What follows belongs to an exercise in optimizing a design on an open flow for a short achievable clock period and few clock cycles per item; a production flow would make more cautious choices.
RTL that was checked went through simulation tests only; none was proved equivalent to the original.
Power figures rest on the tool's default switching activity, not on a simulated workload.

==> flow/design.v (excerpt) <==
module remimo_core (
    input  wire        clk,
    input  wire        rst,         
    output wire        mem_req,
    output wire        mem_we,
    output wire [15:0] mem_addr,
    output wire [15:0] mem_wdata,
    input  wire        mem_ready,
    input  wire [15:0] mem_rdata,
    output wire        halted,
    output wire [1:0]  cause,       
    output wire [15:0] pc,
    output wire [15:0] r0,
    output wire [15:0] r1,
    output wire [15:0] r2,
    output wire [15:0] r3,
    output wire [3:0]  flags        
);
    localparam CAUSE_PC  = 2'd1;
    localparam CAUSE_OP  = 2'd2;
    localparam CAUSE_EA  = 2'd3;
    reg        halt_q;
    reg [1:0]  cause_q;
    reg [15:0] pc_q;                
    reg [15:0] fpc;                 
    reg        req_q, we_q;         
    reg [15:0] addr_q;
    reg        lk_hit;
    reg [15:0] lk_tgt;
    reg        irv;                 
    reg        ir_pcf;              
    reg [15:0] ir;
    reg [15:0] epc;                 
    reg [15:0] epc1;                
    reg [15:0] ir_tgt;              
    reg [15:0] opa;                 
  ...
For scale: roughly 590 flip-flops.
clock: 7.0 ns
lec_check: 0
cap_margin: 20
core_margin: 2
core_utilization: 40
setup_slack_margin: 5.0
slew_margin: 20
run.sh (not shown) runs the stock make flow with config.mk's settings and CLKGATE_MAP_FILE= SYNTH_SCRIPT=/design/flow/synth_recipe.tcl, a recipe that flattens the netlist after the stock synthesis.
==> next run, changes <==
--- a/flow/design.v
+++ b/flow/design.v
@@ -127,23 +127,24 @@
         if (ir[7])
             sh_val = ~sh_val;
     end
     wire [15:0] res_o = ({16{c_and}} & (opa & opb))
                       | ({16{c_or}}  & (opa | opb))
                       | ({16{c_sh}}  & sh_val)
                       | ({16{c_mov}} & opm);
     wire [15:0] res   = c_ar ? sum17[15:0] : res_o;
     wire [15:0] z_p    = opa ^ opx;
     wire [15:0] z_k    = opa | opx;
     wire        z_ar   = (z_p == {z_k[14:0], cin});
-    wire        z_fast = c_ar ? z_ar : (res_o == 16'd0);
+    wire        z_fast = c_ar ? z_ar : c_and ? ~|(opa & opb) : ~|(opa | opb);
+    wire        n_res  = c_ar ? sum17[15] : c_and ? (opa[15] & opb[15]) : (opa[15] | opb[15]);
     wire [3:0] ex_we = c_we & {4{ex_ok}};
     wire       ex_fl = c_fl & ex_ok;
     wire        ex_tk    = c_b | (c_bc & cond_true(ir[11:8], fc, fn, fv, fz));
     wire        nx_t     = (ir_tgt == fpc);
     wire        nx_s     = (epc1 == fpc);
     wire        redirect = ex_ok & (ex_tk ? ~nx_t : ~nx_s);
     wire [15:0] redir_pc = ex_tk ? ir_tgt : epc1;
     wire        ex_mem = ex_ok & c_mem;
     wire [16:0] ea17   = kadd16(opb, {8'd0, ir[7:0]}, 1'b0);
     wire f_pc = ex & ir_pcf;
     wire f_op = ex_ok & c_bad;
@@ -240,23 +241,23 @@
             if (ex_we[3]) x3 <= res; else if (ld_we[3]) x3 <= mem_rdata;
         end
     end
     always @(posedge clk) begin
         if (rst) begin
             fc <= 1'b0;
             fn <= 1'b0;
             fv <= 1'b0;
             fz <= 1'b0;
         end else if (ex_fl) begin
             fc <= c_ar & ar_c;
-            fn <= res[15];
+            fn <= n_res;
             fv <= c_ar & ar_v;
             fz <= z_fast;
         end
     end
     always @(posedge clk) begin
         if (rst)
             bt_v <= {BTB_N{1'b0}};
         else if (ex_ok && c_bc)
             bt_v[epc[2:0]] <= ex_tk;
     end
     always @(posedge clk) begin
The new run finished clean; utilization came out higher by 2.9 points; setup slack improves by 0.48 ns; final area climbs by 7.0%; worst hold slack gains 0.014 ns; total power goes up by 4.6%; cell count is higher by 5.5%; via count came out higher by 8.9%; routed wire length grows by 13%; clock skew drops by 0.011 ns; maximum frequency grows by 11%; non-clock buffer count climbs by 103; sequential power barely changes.
No run of this note included a check of the RTL's function; only the layout flow was run.

---

Setup of lane 1:
remimo_core, a different RTL version from the one above (not shown whole).
For scale: roughly 6200 cells after synthesis, roughly 1300 flip-flops, about 140 I/O pins, ~67000 sq um of cells after synthesis.
Settings: LEC_CHECK=0, CAP_MARGIN=20, CORE_MARGIN=2, CORE_UTILIZATION=40, SETUP_SLACK_MARGIN=5.0, SLEW_MARGIN=20; clock period 7.0 ns.
Testbench counts of lane 1, summed over its fixed seeds: cycles 110,577, instrs 103,265.
## Diff of input files: lane 2 against lane 1
--- a/flow/design.v
+++ b/flow/design.v
@@ -223,28 +223,26 @@
     wire [15:0] opb_n = opb_s ? sum17[15:0] : opb_e;
     wire [15:0] opx_n = opb_s ? (sum17[15:0] ^ {16{w_sub}}) : (opb_e ^ {16{w_sub}});
     wire [15:0] w_mr  = w[8] ? {w[7:0], 8'd0} : {8'd0, w[7:0]};
     wire [15:0] w_m   = w[9] ? ~w_mr : w_mr;
     wire        w_wr  = (w_alu & (wimm | ~w[4])) | (wop == 4'd6) | (wop == 4'd7);
     wire [3:0]  w_we  = {4{w_wr}} & (4'b0001 << wd_r);
     wire        w_cin = w_ar & ~wimm & w[5];
     wire        cin_n = (w_cin & ex_fl) ? (w_sub ^ (c_ar & ar_c))
                                         : (w_sub ^ (w_cin & fc));
     wire [15:0] r      = w;
     wire        r_b    = (r[15:12] == 4'd8);
     wire        r_bc   = (r[15:12] == 4'd9);
-    wire        r_eqne = (r[11:9] == 3'd0);
-    wire        r_know = ~ex_fl | r_eqne | (r[11:9] == 3'd7);
-    wire        r_cond = ~ex_fl ? cond_true(r[11:8], fc, fn, fv, fz)
-                       : r_eqne ? (z_fast ^ r[8]) : r[8];
+    wire        r_know = ~ex_fl | (r[11:9] == 3'd7);
+    wire        r_cond = ~ex_fl ? cond_true(r[11:8], fc, fn, fv, fz) : r[8];
     wire        r_btb  = r_bc & lk_hit & (~r_know | r_cond);
     wire ic_ok   = ic_hit & ~(dst & (ea == fpc));
     wire ic_use  = dph & mem_ready & ic_ok & ~dhit & (~irv | (~ld_a & ~ld_b));
     wire if_ok   = ~halt_q & (dph ? ic_use : (fpc[15] | mem_ready));
     wire if_keep = if_ok & ~redirect & ~ex_fault;
     wire if_halt = if_keep & ~ex_mem & (fpc[15] | (r[15:12] > 4'd9));
     wire        f_go   = ~redirect & if_ok;
     wire        f_seq  = f_go & ~r_b & ~r_btb;
     wire        f_hold = ~redirect & ~if_ok;
     wire [15:0] fpc_e  = redirect ? redir_pc : (if_ok ? fpc1 : fpc);
     wire [15:0] fpc_n  = (f_go & r_b) ? {4'd0, r[11:0]} : (f_go & r_btb) ? lk_tgt : fpc_e;
     wire [16:0] rb1c   = kinc16({4'd0, r[11:0]});
Findings:
Changes observed in lane 2 relative to lane 1: post-synthesis instance total neither gained nor lost much; number of filler instances in the final layout rose 211. Lane 2 -> lane 1: total power flat. The more densely filled core belongs to lane 1, not lane 2. Taking lane 1 as the reference, in lane 2 post-route cell area went down; mean post-synth cell area did not really move; routed wire length went down; via count went down. Changes observed in lane 2 relative to lane 1: share of the final layout cell area in multi-input gates shrank by 0.44 points; critical path depth grew by 1.
For lane 2, only the layout was checked, not whether the RTL still works.

## afterwards: timing with drivers on the ports
The results above use ideal ports. As a check the final layouts listed here were re-extracted and re-timed, cells and wires unchanged. Step 1 sets driving cells, clkbuf_16 on the clock port and buf_2 on the other inputs (assumed; they add their load-dependent delay and slew). Step 2 also shifts input and output timing later by t, the mid clock arrival at the registers, as if the neighbouring blocks saw the same clock. a / b / c = ideal / step 1 / step 2; a / b = the first two.
run | t (ns) | slack for setup (ns) | worst hold slack (ns) | latest minus earliest clock arrival (ns)
the first run of note 1 | 0.679 | 2.260 / 2.260 / 1.882 | 0.458 / 0.458 / 0.458 | 0.039 / 0.040
the second run of note 1 | 0.693 | 2.742 / 2.742 / 2.402 | 0.472 / 0.472 / 0.472 | 0.025 / 0.024
lane 1 | 0.889 | 3.436 / 3.353 / 2.463 | 0.431 / 0.431 / 0.431 | 0.055 / 0.055
lane 2 | 0.909 | 3.259 / 3.259 / 2.404 | 0.450 / 0.450 / 0.450 | 0.053 / 0.054
After both steps setup and hold are still met in every run listed. The setup slack of lane 1, which loses most, moves by -0.083 ns with the drivers and by -0.973 ns with both steps.
